Background: an optimization exercise with open tools, aiming at small area, a short achievable clock period and few clock cycles per item. Do not read the settings as production practice. The RTL was checked by simulation tests, not by an equivalence proof against the original design. Power and IR drop assume default switching activity.

File: flow/design.v
module lfm_calibrator (
    input  wire        clk,
    input  wire        rst,
    input  wire        start,
    input  wire [15:0] scan1,
    input  wire [15:0] scan2,
    input  wire        smp_valid,
    output reg         smp_ready,
    input  wire [11:0] smp,
    output reg         done,
    output reg         cal_ok,
    output wire [43:0] cal_num,
    output wire [31:0] cal_den
);
    function [6:0] add6(input [5:0] a, input [5:0] b, input ci);
        integer i;
        reg c;
        begin
            c = ci;
            for (i = 0; i < 6; i = i + 1) begin
                add6[i] = a[i] ^ b[i] ^ c;
                c = (a[i] & b[i]) | (c & (a[i] ^ b[i]));
            end
            add6[6] = c;
        end
    endfunction
    function [8:0] inc8(input [7:0] a, input ci);
        integer i;
        reg c;
        begin
            c = ci;
            for (i = 0; i < 8; i = i + 1) begin
                inc8[i] = a[i] ^ c;
                c = a[i] & c;
            end
            inc8[8] = c;
        end
    endfunction
    reg st_idle;              
    reg st_c1;                
    reg st_c1b;               
    reg st_c1c;               
    reg st_c2;                
    reg st_fl;                
    reg st_num;               
    reg st_den;               
    reg        v_q;           
    reg [11:0] s_q;           
    reg [15:0] cnt;           
    reg [11:0] cmin, cmax;    
    reg        m2top;         
    reg [27:0] lo_sum, hi_sum;
    reg [2:0]  lo_pc, hi_pc;  
    reg [15:0] lo_cnt, hi_cnt;  
    reg        lo_cpc, hi_cpc;  
    reg [5:0]  k;             
    reg        mb_l, mb_h;    
    assign cal_num = {hi_sum[27:12], lo_sum};
    assign cal_den = {cnt[14:0], hi_cnt, 1'b0};
    wire        last  = (cnt == 16'd1);
    wire        take  = smp_valid && smp_ready;
    wire        last1 = st_c1 && smp_valid && (v_q ? (cnt == 16'd2) : last);
    wire        lt_min = s_q < cmin;
    wire        gt_max = s_q > cmax;
    wire [12:0] mid2_nx = {1'b0, cmin} + {1'b0, cmax};
    wire [12:0] mid2 = {m2top, cmin};
    wire [12:0] smp2 = {s_q, 1'b0};
    wire        cls   = st_c2 && v_q;
    wire        is_lo = cls && (smp2 < mid2);
    wire        is_hi = cls && (smp2 > mid2);
    wire [11:0] sb = st_c2 ? s_q : 12'd0;
    wire [6:0]  lo_a = add6(lo_sum[5:0],  sb[5:0],  1'b0);
    wire [6:0]  lo_b = add6(lo_sum[11:6], sb[11:6], lo_pc[0]);
    wire [8:0]  lo_c = inc8(lo_sum[19:12], lo_pc[1]);
    wire [8:0]  lo_d = inc8(lo_sum[27:20], lo_pc[2]);
    wire [6:0]  hi_a = add6(hi_sum[5:0],  sb[5:0],  1'b0);
    wire [6:0]  hi_b = add6(hi_sum[11:6], sb[11:6], hi_pc[0]);
    wire [8:0]  hi_c = inc8(hi_sum[19:12], hi_pc[1]);
    wire [8:0]  hi_d = inc8(hi_sum[27:20], hi_pc[2]);
    wire [8:0]  lc_a = inc8(lo_cnt[7:0],  ~st_fl);
    wire [8:0]  lc_b = inc8(lo_cnt[15:8], lo_cpc);
    wire [8:0]  hc_a = inc8(hi_cnt[7:0],  ~st_fl);
    wire [8:0]  hc_b = inc8(hi_cnt[15:8], hi_cpc);
    wire [16:0] nsum = {1'b0, cnt} + (mb_l ? {1'b0, hi_cnt} : 17'd0)
                                   + (mb_h ? {1'b0, lo_cnt} : 17'd0);
    wire        fl_end  = st_fl && (k == 6'd2);
    wire        num_end = st_num && (k == 6'd30);
    wire        den_end = st_den && (k == 6'd46);
    always @(posedge clk) begin
        s_q <= smp;
        v_q <= take;
        if (rst) begin
            st_idle   <= 1'b1;
            st_c1     <= 1'b0;
            st_c1b    <= 1'b0;
            st_c1c    <= 1'b0;
            st_c2     <= 1'b0;
            st_fl     <= 1'b0;
            st_num    <= 1'b0;
            st_den    <= 1'b0;
            smp_ready <= 1'b1;
            done      <= 1'b0;
        end else begin
            st_idle   <= (st_idle && !start) || den_end;
            st_c1     <= (st_idle && start) || (st_c1 && !last1);
            st_c1b    <= last1;
            st_c1c    <= st_c1b;
            st_c2     <= st_c1c || (st_c2 && !(v_q && last));
            st_fl     <= (st_c2 && v_q && last) || (st_fl && !fl_end);
            st_num    <= fl_end || (st_num && !num_end);
            st_den    <= num_end || (st_den && !den_end);
            smp_ready <= !last1;
            done      <= den_end;
        end
        if (st_idle) begin
            cnt    <= scan1;
            hi_cnt <= scan2;
            hi_cpc <= 1'b0;
            cmin   <= 12'hFFF;
            cmax   <= 12'h000;
            lo_sum <= 28'd0;
            hi_sum <= 28'd0;
            lo_pc  <= 3'd0;
            hi_pc  <= 3'd0;
            lo_cnt <= 16'd0;
            lo_cpc <= 1'b0;
            k      <= 6'd0;
        end
        if ((st_c1 || st_c2) && v_q)
            cnt <= cnt - 1'b1;
        if ((st_c1 || st_c1b) && v_q) begin
            if (lt_min) cmin <= s_q;
            if (gt_max) cmax <= s_q;
        end
        if (st_c1b) begin
            cnt    <= hi_cnt;
            hi_cnt <= 16'd0;
        end
        if (st_c1c) begin
            cmin  <= mid2_nx[11:0];
            m2top <= mid2_nx[12];
        end
        if (is_lo || st_fl) begin
            lo_sum <= {lo_d[7:0], lo_c[7:0], lo_b[5:0], lo_a[5:0]};
            lo_pc  <= {lo_c[8], lo_b[6], lo_a[6]};
            lo_cnt <= {lc_b[7:0], lc_a[7:0]};
            lo_cpc <= lc_a[8];
        end
        if (is_hi || st_fl) begin
            hi_sum <= {hi_d[7:0], hi_c[7:0], hi_b[5:0], hi_a[5:0]};
            hi_pc  <= {hi_c[8], hi_b[6], hi_a[6]};
            hi_cnt <= {hc_b[7:0], hc_a[7:0]};
            hi_cpc <= hc_a[8];
        end
        if (st_fl || st_num || st_den)
            k <= k + 1'b1;
        mb_l <= (fl_end && lo_sum[0]) || (st_num && !num_end && lo_sum[1]);
        mb_h <= (fl_end && hi_sum[0]) || (st_num && !num_end && hi_sum[1])
             || (num_end && hi_cnt[0]) || (st_den && hi_cnt[1]);
        if (st_num) begin
            cnt    <= num_end ? 16'd0 : nsum[16:1];
            lo_sum <= {nsum[0], lo_sum[27:1]};
            hi_sum <= {num_end ? nsum[16:1] : {1'b0, hi_sum[27:13]}, hi_sum[12:1]};
            cal_ok <= (lo_cnt != 16'd0) && (hi_cnt != 16'd0);
        end
        if (st_den) begin
            cnt    <= nsum[16:1];
            hi_cnt <= {nsum[0], hi_cnt[15:1]};
        end
    end
endmodule
File: flow/flow/run.sh
#!/bin/bash
# The standard layout, with every port buffered by a plain buf_1 instead of
# the delay buffer buffer_ports picks by default, and the timing repair
# after CTS and global routing asked to leave 11 ns of setup slack.
set -euo pipefail
export BUFFER_PORTS_ARGS="-buffer_cell sky130_fd_sc_hd__buf_1"
export SETUP_SLACK_MARGIN=11
bash standard.sh > standard.log 2>&1
File: flow/standard.sh
#!/bin/bash
# synth_recipe.tcl (not shown) runs the flow's synth.tcl, then flattens the netlist and writes it again
# the make line also repeats each setting of config.mk as NAME=value (left out here)
make -C /OpenROAD-flow-scripts/flow DESIGN_CONFIG=/design/flow/config.mk WORK_HOME=/design/flow/orfs CLKGATE_MAP_FILE= SYNTH_SCRIPT=/design/flow/synth_recipe.tcl "${@:-finish}"
File: flow/config.mk
export PLATFORM = sky130hd
export DESIGN_NAME = lfm_calibrator
export DESIGN_NICKNAME = lfm_calibrator
export VERILOG_FILES = /design/flow/design.v
export SDC_FILE = /design/flow/constraint.sdc
export NUM_CORES = 4
export LEC_CHECK = 0
export CAP_MARGIN = 20
export CORE_MARGIN = 2
export CORE_UTILIZATION = 55
export CTS_BUF_LIST = sky130_fd_sc_hd__clkbuf_4 sky130_fd_sc_hd__clkbuf_8
export SLEW_MARGIN = 20
File: flow/constraint.sdc
create_clock -name core_clock -period 15.0 [get_ports {clk}]
set_input_delay 3.0000 -clock core_clock [delete_from_list [all_inputs] [get_ports {clk}]]
set_output_delay 3.0000 -clock core_clock [all_outputs]
set_load 0.01 [all_outputs]
==> results of run 1 <==
-- synth_stat cells, types with 4 or more instances --
library cell	count
buf_2	4
a21o_1	20
nand2_1	148
nor2b_1	11
nor4_1	19
inv_1	113
a221oi_2	9
a211oi_1	15
xor2_1	14
o21ai_0	49
nand3_1	45
fa_1	40
nor3_1	8
o21ai_1	4
nor2_1	57
nand2b_1	10
o311ai_0	15
o31ai_1	22
edfxtp_1	120
buf_4	32
clkbuf_1	47
xnor2_1	30
dfxtp_1	49
and2_1	41
ha_1	129
or3_1	9
nand4_1	12
a21oi_1	51
o21a_1	8
o22ai_1	23
-- layout make-up --
cell class                      instances  share of cell area, %
Clock buffer                           17                   1.71
Clock inverter                         15                   1.27
Inverter                              114                   3.13
Multi-Input combinational cell        851                   47.4
Sequential cell                       169                   33.5
Tap cell                              275                   2.51
Timing Repair Buffer                  235                   10.4
-- metrics by stage --
step	setup slack [ns]	hold slack, ns
after floorplan	11.36	0.432
after global placement	11.19	0.469
after detailed placement	11.16	0.468
after CTS	10.86	0.491
after global routing	10.85	0.514
final	10.89	0.496
-- power by group --
group          total (µW)  switching [µW]  internal, µW
Combinational         208             117          90.3
Sequential            550            22.5           528
Clock                 345             204           141
-- metal layers --
layer  vias up  routed length (µm)  part of all wire, %  track usage, %
met1      4478               14900                   49            40.7
met5         -                   0                    0               0
met4         0                 515                  1.7            7.85
met2       241               13800                   45            42.4
met3        41                1460                  4.8            3.89
li1       4655                   -                    -               -
-- registers in the layout, indices dropped and copies added, names as in the netlist, 3 cells and up --
signal / flops
lo_cnt: 16
lo_pc: 3
k: 6
cnt: 16
hi_cnt: 16
cmax: 12
hi_pc: 3
lo_sum: 28
s_q: 12
hi_sum: 28
cmin: 12
-- kinds of logic (layout without fill, tap and decap cells) --
family / after synthesis / in the layout
XOR/XNOR: 44 / 44
flip-flops: 169 / 169
adder cells (fa/ha/maj): 169 / 169
AO/OA/AOI/OAI: 256 / 256
multiplexers: 2 / 2
buffers and inverters: 202 / 381
other: 1 / 1
AND/OR/NAND/NOR: 379 / 379
-- worst min-delay path by stage --
stage               slack [ns]  endpoint      start
global route              0.51       v_q  smp_ready
global placement          0.47       v_q  smp_ready
detailed placement        0.47       v_q  smp_ready
finish                    0.50       v_q  smp_ready
floorplan                 0.43    cal_ok     st_num
CTS                       0.49       v_q  smp_ready
-- repair_timing --
item	4_1_cts	5_1_grt
buffers inserted	73	22
setup endpoints to repair	77	85
resized for setup	8	73
==> summary.txt, run 1 <==
Status - timing/DRC/antenna clean
ANT cells - 0
Fill cells - 1790
P per Cell Area - 80.6 nW/µm²
Ys Warns - 1
Max Freq - 243 MHz
Skew-Pair Late Insertion Delay - 0.49 ns
Crit. End Element - primary output
Family with the most delay on the worst path - flip-flops
VDD IR max - 0.0000576 V
Residual DRC - 0
DR WL/cell - 18.3 µm
Clock Tree Buf Depth - 2
Syn-to-layout area delta - 14.4%
Fin crit period - 4.11 ns
Gpl congestion - 0.876
Vias in the first global route - 8984
Initial antenna violation count - 0
Root Buffer - clkbuf_8
Hold Vio Cnt, Final - 0
Min-Delay Path Class - reg -> reg
Worst EP arrival - 1.11 ns
Worst Tran Pin Value - 0.929 ns
Ys flop type - edfxtp_1
Startpoint types - register
Xor/xnor share of the synthesized area - 3.22%
Final setup fails - 0
Cells after Synth - 1222
R2R depth - 12
H-tree Lvls - 4
Slew HR - 38.1%
Syn Area/Cell - 9.79 µm²
Multi-input gate area - 6490 µm²
Unique masters post-synth - 69
Chip width - 151 µm
Cell Chain, Critical Path - clkbuf_2
Synth Register Bits - 169
Post-Synth Simple-Gate Area - 15.5%
Compound-Gate Fraction of Synth Area - 15.1%
EDFF count, synth - 120
Combinational family with the most area after synthesis - adder cells
Critical Path End - cal_num[32]
Yosys top cell area share - 30.1%
Critical Path Fanout Max - 2
R2R Path Start - hi_cnt[1]
Worst path max stage delay - 0.47 ns
Leak - 0.00610 µW
Mapped Area - 12000 µm²
Largest area contributor in the netlist - edfxtp_1
Final Instance Area - 13700 µm²
CTS hold repair buffers - 0
Fin Clk Skew - 0.0248 ns
Max-slew violations - 0
# rows - 53
Initial DRC Count - 551
CTS tree - built
Most common cell after layout, fill and taps aside - nand2_1
Hpwl dp - 22000 µm
Layout Utilization - 64.7%
Post-route ant nets - 0
Initial Util - 56.5%
DRT Wirelength - 30700 µm
Register area - 4590 µm²
Worst setup path start - hi_sum[16]
I/O pins - 127
Largest net degree at the start of global routing - 90
CTS Buf Count - 17
Port bufs - 125
DR vias/cell - 5.62
Post-Syn Nets - 1439
Adder-cell share of the synthesized area - 20.2%
Clk sink count - 169
Crit. path cell count - 1
Design Power - 1100 µW
Most frequent cells in the layout - 148 x nand2_1, 129 x ha_1, 120 x edfxtp_1, 113 x inv_1, 109 x buf_4
Max cap viols - 0
R2R Path End - cnt[14]
Layout Nets - 1605
Reg clk slew, reported paths - 0.10 ns
Min-Delay Path Depth - 1
Total gr overflow - 0
RSZ-0062 raised after global routing - true
GRT Overall Usage - 27.6%
Layout cells sized above 1 - 17.8%
CP max-delay cell - edfxtp_1
Ys async rst share - 0%
Drt first pass iters - 5
R2R setup slack - 11.27 ns
Via count - 9415
Period utilization - 27.4%
Global-route wire length before repair - 48100 µm
Critical path buffers and inverters - 1
Req. time, crit path - 12.00 ns
Critical path class - reg -> out
Post-synthesis mux area share - 0.178%
Die height - 151 µm
Die area - 22900 µm²
Post-layout instance count excluding filler cells - 1676
Placed insts - 1548
Sequential area share after synthesis - 38.3%
Core area - 21200 µm²
Synth area leaders - edfxtp_1 30%, ha_1 13%, dfxtp_1 8.2%
Placed cell areas - 12400 µm²
Setup tns final - 0 ns
Testbench counts, summed over its fixed seeds: cycles 235,657, items 96.
==> run 2, diff against run 1 <==
==> flow/flow/run.sh (replaced) <==
#!/bin/bash
# The standard layout, with every port buffered by a plain buf_1 instead of
# the delay buffer buffer_ports picks by default.
set -euo pipefail
export BUFFER_PORTS_ARGS="-buffer_cell sky130_fd_sc_hd__buf_1"
bash standard.sh > standard.log 2>&1
--- a/flow/config.mk
+++ b/flow/config.mk
@@ -9,4 +9,4 @@
 export CORE_MARGIN = 2
-export CORE_UTILIZATION = 55
-export CTS_BUF_LIST = sky130_fd_sc_hd__clkbuf_4 sky130_fd_sc_hd__clkbuf_8
+export CORE_UTILIZATION = 40
+export CTS_BUF_LIST = sky130_fd_sc_hd__clkbuf_8
 export SLEW_MARGIN = 20
==> run 2 against run 1 <==
  * Still clean
  * Total power decreased by 0.70%
  * First-iteration DRC count increased by 23%
  * Worst setup slack got worse by 0.16 ns
  * Global-route usage decreased by 7.3 points
  * Fmax down 3.7%
  * Die area rose by 36%
  * Critical path type unchanged
  * Largest cell class unchanged
==> summary.txt, run 2 <==
DRT Wirelength - 30700 µm
Post-CTS sizing - 0
DR WL/cell - 18.1 µm
Xor/xnor share of the synthesized area - 3.22%
Max Freq - 234 MHz
Worst hold slack - 0.479 ns
WHS Endpoint - st_c2
ANT cells - 0
Critical Path Fanout Max - 6
Post-Syn Nets - 1439
Placed insts - 1662
Layout cells sized above 1 - 6.05%
R2R Path Start - mb_l
Cell Chain, Critical Path - buf_1
VDD IR max - 0.0000522 V
Slew HR - 26.5%
Mapped Area - 12000 µm²
Synth area leaders - edfxtp_1 30%, ha_1 13%, dfxtp_1 8.2%
Ys async rst share - 0%
Critical path class - reg -> out
CTS hold repair buffers - 0
Clock Tree Buf Depth - 2
Unique masters post-synth - 69
EDFF count, synth - 120
CP max-delay cell - edfxtp_1
R2R Path End - hi_sum[24]
Sequential area share after synthesis - 38.3%
Synth Register Bits - 169
CTS Buf Count - 17
Max-slew violations - 0
Hold Vio Cnt, Final - 0
Skew-Pair Late Insertion Delay - 0.48 ns
Most common library cells after synthesis - 148 x nand2_1, 129 x ha_1, 120 x edfxtp_1
Post-layout instance count excluding filler cells - 1695
Gpl congestion - 0.848
GRT Overall Usage - 20.3%
Worst path max stage delay - 0.60 ns
Family with the most delay on the worst path - flip-flops
Startpoint types - register
Min-Delay Path Class - reg -> reg
Core area - 29600 µm²
Total gr overflow - 0
Drt first pass iters - 5
Most frequent cells in the layout - 148 x nand2_1, 129 x ha_1, 125 x buf_1, 120 x edfxtp_1, 113 x inv_1
Largest area contributor in the netlist - edfxtp_1
I/O pins - 127
Post-Synth Simple-Gate Area - 15.5%
Adder-cell share of the synthesized area - 20.2%
Root Buffer - clkbuf_8
Most common cell after layout, fill and taps aside - nand2_1
Status - timing/DRC/antenna clean
H-tree Lvls - 4
Compound-Gate Fraction of Synth Area - 15.1%
Fin Clk Skew - 0.0196 ns
Initial Util - 40.5%
Ys Warns - 1
Min-Delay Path Depth - 2
Via count - 9152
Hpwl dp - 23000 µm
Die area - 31300 µm²
Residual DRC - 0
Final setup fails - 0
Setup ws final - 10.73 ns
Yosys top cell area share - 30.1%
Worst Tran Pin Value - 1.09 ns
Critical path buffers and inverters - 1
P per Cell Area - 84.3 nW/µm²
Req. time, crit path - 12.00 ns
Leak - 0.00541 µW
DR vias/cell - 5.40
Port bufs - 125
# rows - 63
CTS tree - built
Max cap viols - 0
Syn Area/Cell - 9.79 µm²
Clk sink count - 169
Reg clk slew, reported paths - 0.10 ns
Cells after Synth - 1222
R2R setup slack - 11.23 ns
Layout Nets - 1509
Ys flop type - edfxtp_1
Chip width - 177 µm
Fin crit period - 4.27 ns
Largest regs - hi_sum x28, lo_sum x28
Count leader, synth - nand2_1
Post-CTS setup buffer count - 0
Syn-to-layout area delta - 8.67%
Worst EP arrival - 1.27 ns
Global-route wire length before repair - 49400 µm
Vias in the first global route - 9004
Crit. End Element - primary output
Hold path startpoint - st_c1c
Setup tns final - 0 ns
Die height - 177 µm
R2R depth - 11
RSZ-0062 raised after global routing - false
Period utilization - 28.5%
Post-route ant nets - 0
Largest net degree at the start of global routing - 90
Post-synthesis mux area share - 0.178%
Pre-CTS WS - 11.16 ns
Initial antenna violation count - 0
Initial DRC Count - 676
Combinational family with the most area after synthesis - adder cells
## run 2: kinds of logic after synthesis
| kind of cell | count (synthesis) |
|---|---|
| simple gates | 379 |
| compound gates | 256 |
| buf+inv | 202 |
| fa+ha+maj | 169 |
| flops | 169 |
| xor+xnor | 44 |
| mux | 2 |
| other cells | 1 |
## run 2: how the worst max path moves through the flow
stage                       end  cells after the start  startpoint
floorplan           cal_den[30]                      1     cnt[13]
global placement        cnt[10]                      5   scan1[10]
detailed placement      cnt[13]                      5   scan1[13]
CTS                  cal_den[2]                      1   hi_cnt[1]
global route        cal_den[13]                      1  hi_cnt[12]
finish              cal_den[16]                      1  hi_cnt[15]
## run 2: metal layers
| layer | vias to the layer above | part of all wire, % | global-route usage (%) |
|---|---|---|---|
| met4 | 0 | 2.3 | 6.61 |
| li1 | 4455 | - | - |
| met5 | - | 0 | 0 |
| met1 | 4434 | 48 | 28.6 |
| met2 | 225 | 46 | 32.1 |
| met3 | 38 | 4.2 | 2.99 |
## run 2: final cells by class
cell class / count / area, µm²
clock buffer: 18 / 248
sequential: 169 / 4590
clock inverter: 14 / 184
tap: 390 / 488
multi-input combinational: 851 / 6490
inverter: 114 / 428
fill: 2923 / 16600
timing repair buffer: 139 / 578
## run 2: worst min-delay path, cell delays in order, from the launching register on
cell and delay (ns):
dfxtp_1 0.34, a21oi_1 0.04, nor2_1 0.07
## run 2: through the flow
stage / util (%) / area [µm²] / total power (µW)
after detailed placement: 42.5 / 12600 / 739
after global placement: 42.5 / 12600 / 736
final: 44.0 / 13000 / 1100
after global routing: 44.0 / 13000 / 1140
after CTS: 43.9 / 13000 / 1100
after floorplan: - / 12000 / 686
## run 2: power by group
group          internal (µW)  switching [µW]  leakage [µW]  total [µW]
clock network            175             193      0.000224         367
logic                   64.9            99.2       0.00351         164
registers                528            35.4       0.00168         564
==> run 3, diff against run 2 <==
--- a/flow/config.mk
+++ b/flow/config.mk
@@ -10,3 +10,2 @@
 export CORE_UTILIZATION = 40
-export CTS_BUF_LIST = sky130_fd_sc_hd__clkbuf_8
 export SLEW_MARGIN = 20
==> run 3 against run 2 <==
  * Area after synthesis unchanged
  * Largest power group unchanged
  * Critical path depth unchanged
  * Worst hold slack worse by 0.0055 ns
  * Critical path type unchanged
  * Wire length is 0.18% higher
  * Combinational power about the same
  * Clock power grew 27%
  * First-iteration DRC count fell by 10%
  * Critical endpoint is now cal_den[13]
==> summary.txt, run 3 <==
Status - timing/DRC/antenna clean
Die height - 177 µm
Synth Register Bits - 169
Ys flop type - edfxtp_1
Largest regs - hi_sum x28, lo_sum x28
Most common cell after layout, fill and taps aside - nand2_1
Worst path max stage delay - 0.59 ns
Largest area contributor in the netlist - edfxtp_1
CTS Buf Count - 17
Combinational power share - 13.8%
CTS tree - built
Cells after Synth - 1222
Via count - 9194
Post-CTS setup buffer count - 0
Cell Chain, Critical Path - buf_1
Internal power - 852 µW
Drt first pass iters - 5
I/O pins - 127
DRT Wirelength - 30800 µm
CP max-delay cell - edfxtp_1
Layout Nets - 1509
Post-layout instance count excluding filler cells - 1695
Root Buffer - clkbuf_16
Period utilization - 28.2%
Sequential power share - 47.2%
Initial DRC Count - 607
Clock Tree Buf Depth - 2
R2R Path Start - mb_l
EDFF count, synth - 120
Core area - 29600 µm²
H-tree Lvls - 4
Post-CTS sizing - 0
Worst Tran Pin Value - 1.06 ns
Hold path startpoint - st_c1c
P per Cell Area - 90.6 nW/µm²
Post-Syn Nets - 1439
Global-route wire length before repair - 49500 µm
Min-Delay Path Depth - 2
Syn-to-layout area delta - 10.2%
Slew HR - 28.8%
Largest net degree at the start of global routing - 90
Die area - 31300 µm²
Grt met3 use - 2.96%
Critical Path Fanout Max - 6
Initial Util - 40.5%
Sequential area share after synthesis - 38.3%
Mapped Area - 12000 µm²
Residual DRC - 0
GRT busiest layer - met2
DR vias/cell - 5.42
CTS hold repair buffers - 0
Chip width - 177 µm
GRT Overall Usage - 20.3%
Hold Vio Cnt, Final - 0
Startpoint types - register
Yosys top cell area share - 30.1%
Clk sink count - 169
Family with the most delay on the worst path - flip-flops
Initial antenna violation count - 0
DR WL/cell - 18.2 µm
ANT cells - 0
Most common library cells after synthesis - 148 x nand2_1, 129 x ha_1, 120 x edfxtp_1
Ys Warns - 1
Min-Delay Path Class - reg -> reg
# rows - 63
Layout cells sized above 1 - 6.05%
Setup tns final - 0 ns
Count leader, synth - nand2_1
Critical path class - reg -> out
Skew-Pair Late Insertion Delay - 0.44 ns
Placed insts - 1662
Layout Utilization - 44.6%
Final Instance Area - 13200 µm²
Ys async rst share - 0%
Reg clk slew, reported paths - 0.07 ns
Switch Pwr - 342 µW
Hpwl dp - 23000 µm
Fin Clk Skew - 0.0144 ns
Total gr overflow - 0
Unique masters post-synth - 69
R2R Path End - hi_sum[24]
Most frequent cells in the layout - 148 x nand2_1, 129 x ha_1, 125 x buf_1, 120 x edfxtp_1, 113 x inv_1
Req. time, crit path - 12.00 ns
R2R depth - 11
Synth area leaders - edfxtp_1 30%, ha_1 13%, dfxtp_1 8.2%
Max cap viols - 0
Worst EP arrival - 1.23 ns
Port bufs - 125
Gpl congestion - 0.848
Leak - 0.00550 µW
Post-route ant nets - 0
Fin crit period - 4.23 ns
Final setup fails - 0
GRT met2 Usage - 32.6%
VDD IR max - 0.0000775 V
Sw Share - 28.6%
WHS Endpoint - st_c2
Max-slew violations - 0
Part of the power in the clock network - 39.0%
Placed cell areas - 12600 µm²
R2R setup slack - 11.22 ns
Max Freq - 237 MHz
Crit. End Element - primary output
Syn Area/Cell - 9.79 µm²
Critical path buffers and inverters - 1
RSZ-0062 raised after global routing - false
Vias in the first global route - 8959
Met1 Resource Use GR - 28.6%
## run 3: cell count changes in the layout (fill, tap and decap cells not counted)
cell,change
clkbuf_16,+19
clkbuf_8,-17
bufinv_16,-2
## run 3: how the worst max path moves through the flow
stage,from,endpoint,slack (ns),depth (start not counted)
2_1_floorplan,cnt[13],cal_den[30],11.36,1
3_3_place_gp,scan1[10],cnt[10],11.16,5
3_5_place_dp,scan1[13],cnt[13],11.16,5
4_1_cts,hi_cnt[1],cal_den[2],10.78,1
5_1_grt,hi_cnt[13],cal_den[14],10.74,1
6_report,hi_cnt[12],cal_den[13],10.77,1
## run 3: metrics by stage
stage | hold WS (ns) | setup slack, ns | total power (µW)
floorplan | 0.432 | 11.36 | 686
global placement | 0.452 | 11.16 | 736
finish | 0.473 | 10.77 | 1190
global route | 0.500 | 10.74 | 1240
detailed placement | 0.461 | 11.16 | 739
CTS | 0.479 | 10.78 | 1200
## run 3: area by class of cell
cell class | instances | area [µm²]
Fill cell | 2906 | 16400
Inverter | 114 | 428
Tap cell | 390 | 488
Sequential cell | 169 | 4590
Clock buffer | 20 | 489
Clock inverter | 12 | 124
Timing Repair Buffer | 139 | 578
Multi-Input combinational cell | 851 | 6490
## run 3: layer usage
metal,vias up,share of wire (%)
met1,4456,47
met5,-,0
met2,243,46
met3,35,4.6
met4,0,1.9
li1,4460,-
## run 3: logic make-up after synthesis
| group | after synthesis | share of synthesized area [%] |
|---|---|---|
| other cells | 1 | 0.0314 |
| xor+xnor | 44 | 3.22 |
| compound gates | 256 | 15.1 |
| simple gates | 379 | 15.5 |
| fa+ha+maj | 169 | 20.2 |
| mux | 2 | 0.178 |
| buf+inv | 202 | 7.54 |
| flops | 169 | 38.3 |
## run 3: power groups by stage
stage	clock network, µW	logic, µW	registers, µW
after CTS	473	165	564
after global placement	0	162	574
after detailed placement	0	165	574
after floorplan	0	123	563
final	466	164	564
after global routing	487	187	568
==> run 4, diff against run 3 <==
==> flow/flow/run.sh (replaced) <==
#!/bin/bash
# The standard layout, with every port buffered by a plain buf_1 instead of
# the delay buffer buffer_ports picks by default; the timing repair after
# CTS and global routing may only resize or swap cells, and aims for 11.2 ns
# of setup slack.
set -euo pipefail
export BUFFER_PORTS_ARGS="-buffer_cell sky130_fd_sc_hd__buf_1"
export SETUP_SLACK_MARGIN=11.2
export SETUP_MOVE_SEQUENCE="sizeup,swap"
bash standard.sh > standard.log 2>&1
==> run 4 against run 3 <==
  * Largest power group unchanged
  * Sequential share of layout area decreased by 0.38 points
  * Total power rose by 0.38%
  * Largest cell class unchanged
  * Sequential cell count stayed put
  * Cell area grew 1.2%
  * Clock skew shrank 0.00068 ns
  * Final cell count unchanged
==> summary.txt, run 4 <==
Status - timing/DRC/antenna clean
Most common library cells after synthesis - 148 x nand2_1, 129 x ha_1, 120 x edfxtp_1
DRT Wirelength - 30900 µm
Setup ws final - 10.78 ns
Layout cells sized above 1 - 10.0%
DR WL/cell - 18.2 µm
# rows - 63
Drt first pass iters - 5
Initial antenna violation count - 0
Die height - 177 µm
Hold Vio Cnt, Final - 0
Most frequent cells in the layout - 148 x nand2_1, 129 x ha_1, 120 x edfxtp_1, 113 x inv_1, 79 x buf_1
Pre-CTS WS - 11.16 ns
VDD IR max - 0.0000779 V
Layout Nets - 1509
I/O pins - 127
Max-slew violations - 0
Largest net degree at the start of global routing - 90
Cells after Synth - 1222
Hpwl dp - 23000 µm
Synth area leaders - edfxtp_1 30%, ha_1 13%, dfxtp_1 8.2%
Via count - 9175
Leak - 0.00567 µW
Period utilization - 28.1%
Port bufs - 125
Clock Tree Buf Depth - 2
Setup tns final - 0 ns
Startpoint types - register
Ys Warns - 1
Initial Util - 40.5%
Syn Area/Cell - 9.79 µm²
Slew HR - 30.5%
Max cap viols - 0
DR vias/cell - 5.41
Req. time, crit path - 12.00 ns
P per Cell Area - 89.9 nW/µm²
Initial DRC Count - 619
Critical path class - reg -> out
Worst Tran Pin Value - 1.03 ns
Root Buffer - clkbuf_16
Min-Delay Path Depth - 2
R2R depth - 11
Crit. path cell count - 1
Critical Path Fanout Max - 6
RSZ-0062 raised after global routing - true
Residual DRC - 0
Most common cell after layout, fill and taps aside - nand2_1
Post-Syn Nets - 1439
Unique masters post-synth - 69
H-tree Lvls - 4
Reg clk slew, reported paths - 0.07 ns
Die area - 31300 µm²
Largest area contributor in the netlist - edfxtp_1
CTS tree - built
GRT Overall Usage - 20.3%
Worst path max stage delay - 0.59 ns
Largest regs - hi_sum x28, lo_sum x28
Total gr overflow - 0
Family with the most delay on the worst path - flip-flops
Crit. End Element - primary output
Design Power - 1200 µW
Mapped Area - 12000 µm²
Post-route ant nets - 0
Global-route wire length before repair - 49500 µm
EDFF count, synth - 120
ANT cells - 0
Skew-Pair Late Insertion Delay - 0.44 ns
Synth Register Bits - 169
Worst EP arrival - 1.22 ns
Count leader, synth - nand2_1
Critical path buffers and inverters - 1
Ys flop type - edfxtp_1
CTS Buf Count - 17
Sequential area share after synthesis - 38.3%
Syn-to-layout area delta - 11.5%
CTS hold repair buffers - 0
Gpl congestion - 0.848
Ys async rst share - 0%
Max Freq - 237 MHz
Fin crit period - 4.22 ns
Yosys top cell area share - 30.1%
Cell Chain, Critical Path - buf_1
Fill cells - 2892
Final setup fails - 0
Min-Delay Path Class - reg -> reg
CP max-delay cell - edfxtp_1
Core area - 29600 µm²
Chip width - 177 µm
Layout Utilization - 45.1%
Fin Clk Skew - 0.0138 ns
Vias in the first global route - 8970
Clk sink count - 169
==> run 4: cell count changes in the layout (fill, tap and decap cells not counted), moves of 4 or more <==
cell      delta
clkbuf_2    +31
dfxtp_2      +4
buf_1       -46
dfxtp_1      -4
buf_6       +14
==> run 4: report_power, final <==
group	switching (µW)	internal, µW
clock network	207	259
logic	99.6	68.8
registers	35.9	529
total	343	856
==> run 4: cells by family (layout without fill, tap and decap cells) <==
kind of cell / after synthesis / in the layout / share of synthesized area (%)
adder cells (fa/ha/maj): 169 / 169 / 20.2
XOR/XNOR: 44 / 44 / 3.22
AND/OR/NAND/NOR: 379 / 379 / 15.5
buffers and inverters: 202 / 285 / 7.54
other: 1 / 1 / 0.0314
multiplexers: 2 / 2 / 0.178
flip-flops: 169 / 169 / 38.3
AO/OA/AOI/OAI: 256 / 256 / 15.1
==> run 4: per-layer routing <==
| metal | vias up | track usage [%] | wire (µm) |
|---|---|---|---|
| met5 | - | 0 | 0 |
| met4 | 0 | 5.75 | 592 |
| met1 | 4450 | 28.5 | 14600 |
| li1 | 4461 | - | - |
| met2 | 231 | 32.6 | 14300 |
| met3 | 33 | 3.03 | 1410 |
==> run 4: worst reg2reg max path, delay by kind of cell (launching register included) <==
| family | cells | cell delay (ns) |
|---|---|---|
| simple gates | 2 | 0.37 |
| fa+ha+maj | 3 | 1.09 |
| xor+xnor | 1 | 0.35 |
| flops | 1 | 0.56 |
| compound gates | 5 | 0.97 |
==> run 4: cell type report <==
type | instances | area, µm² | area share, %
Timing Repair Buffer | 139 | 723 | 5.42
Sequential cell | 169 | 4590 | 34.4
Multi-Input combinational cell | 851 | 6490 | 48.7
Tap cell | 390 | 488 | 3.66
Inverter | 114 | 428 | 3.21
Clock inverter | 12 | 124 | 0.929
Clock buffer | 20 | 489 | 3.67
==> run 4: final timing paths <==
kind | to | slack, ns | startpoint
worst min register to register | st_c2 | 0.47 | st_c1c
worst max register to register | hi_sum[20] | 11.42 | hi_cnt[1]
worst max-delay path | cal_den[16] | 10.78 | hi_cnt[15]
worst min-delay path | st_c2 | 0.47 | st_c1c
==> run 4: repair_timing <==
action / CTS / global route
setup buffers: 0 / 0
endpoints found under the setup margin: 78 / 106
resized for setup: 32 / 40
pin swaps: 0 / 1
==> run 4: metrics by stage <==
step,hold WS (ns),instance area (µm²),std cells
after floorplan,0.432,12000,1222
after global routing,0.500,13300,1695
after global placement,0.452,12600,1662
final,0.473,13300,1695
after detailed placement,0.461,12600,1662
after CTS,0.479,13300,1694

-- port drivers added, routing unchanged --
Ports are ideal in the flow. The routed layouts listed here were re-timed in OpenROAD. Step 1 assumes that a clkbuf_16 drives the clock port and a buf_2 every other input. Step 2 also shifts input and output timing later by t, the mid clock arrival at the registers, as if the neighbouring blocks saw the same clock. a / b / c = no drivers / after step 1 / after step 2; a / b = the first two.
| run | shift t [ns] | setup slack, ns | clock arrival spread, ns |
|---|---|---|---|
| run 1 | 0.522 | 10.886 / 10.839 / 11.140 | 0.025 / 0.025 |
| run 2 | 0.519 | 10.726 / 10.678 / 11.149 | 0.020 / 0.020 |
| run 3 | 0.483 | 10.773 / 10.723 / 11.144 | 0.015 / 0.015 |
| run 4 | 0.484 | 10.778 / 10.727 / 11.140 | 0.014 / 0.014 |
After both steps every run listed still meets setup and hold.
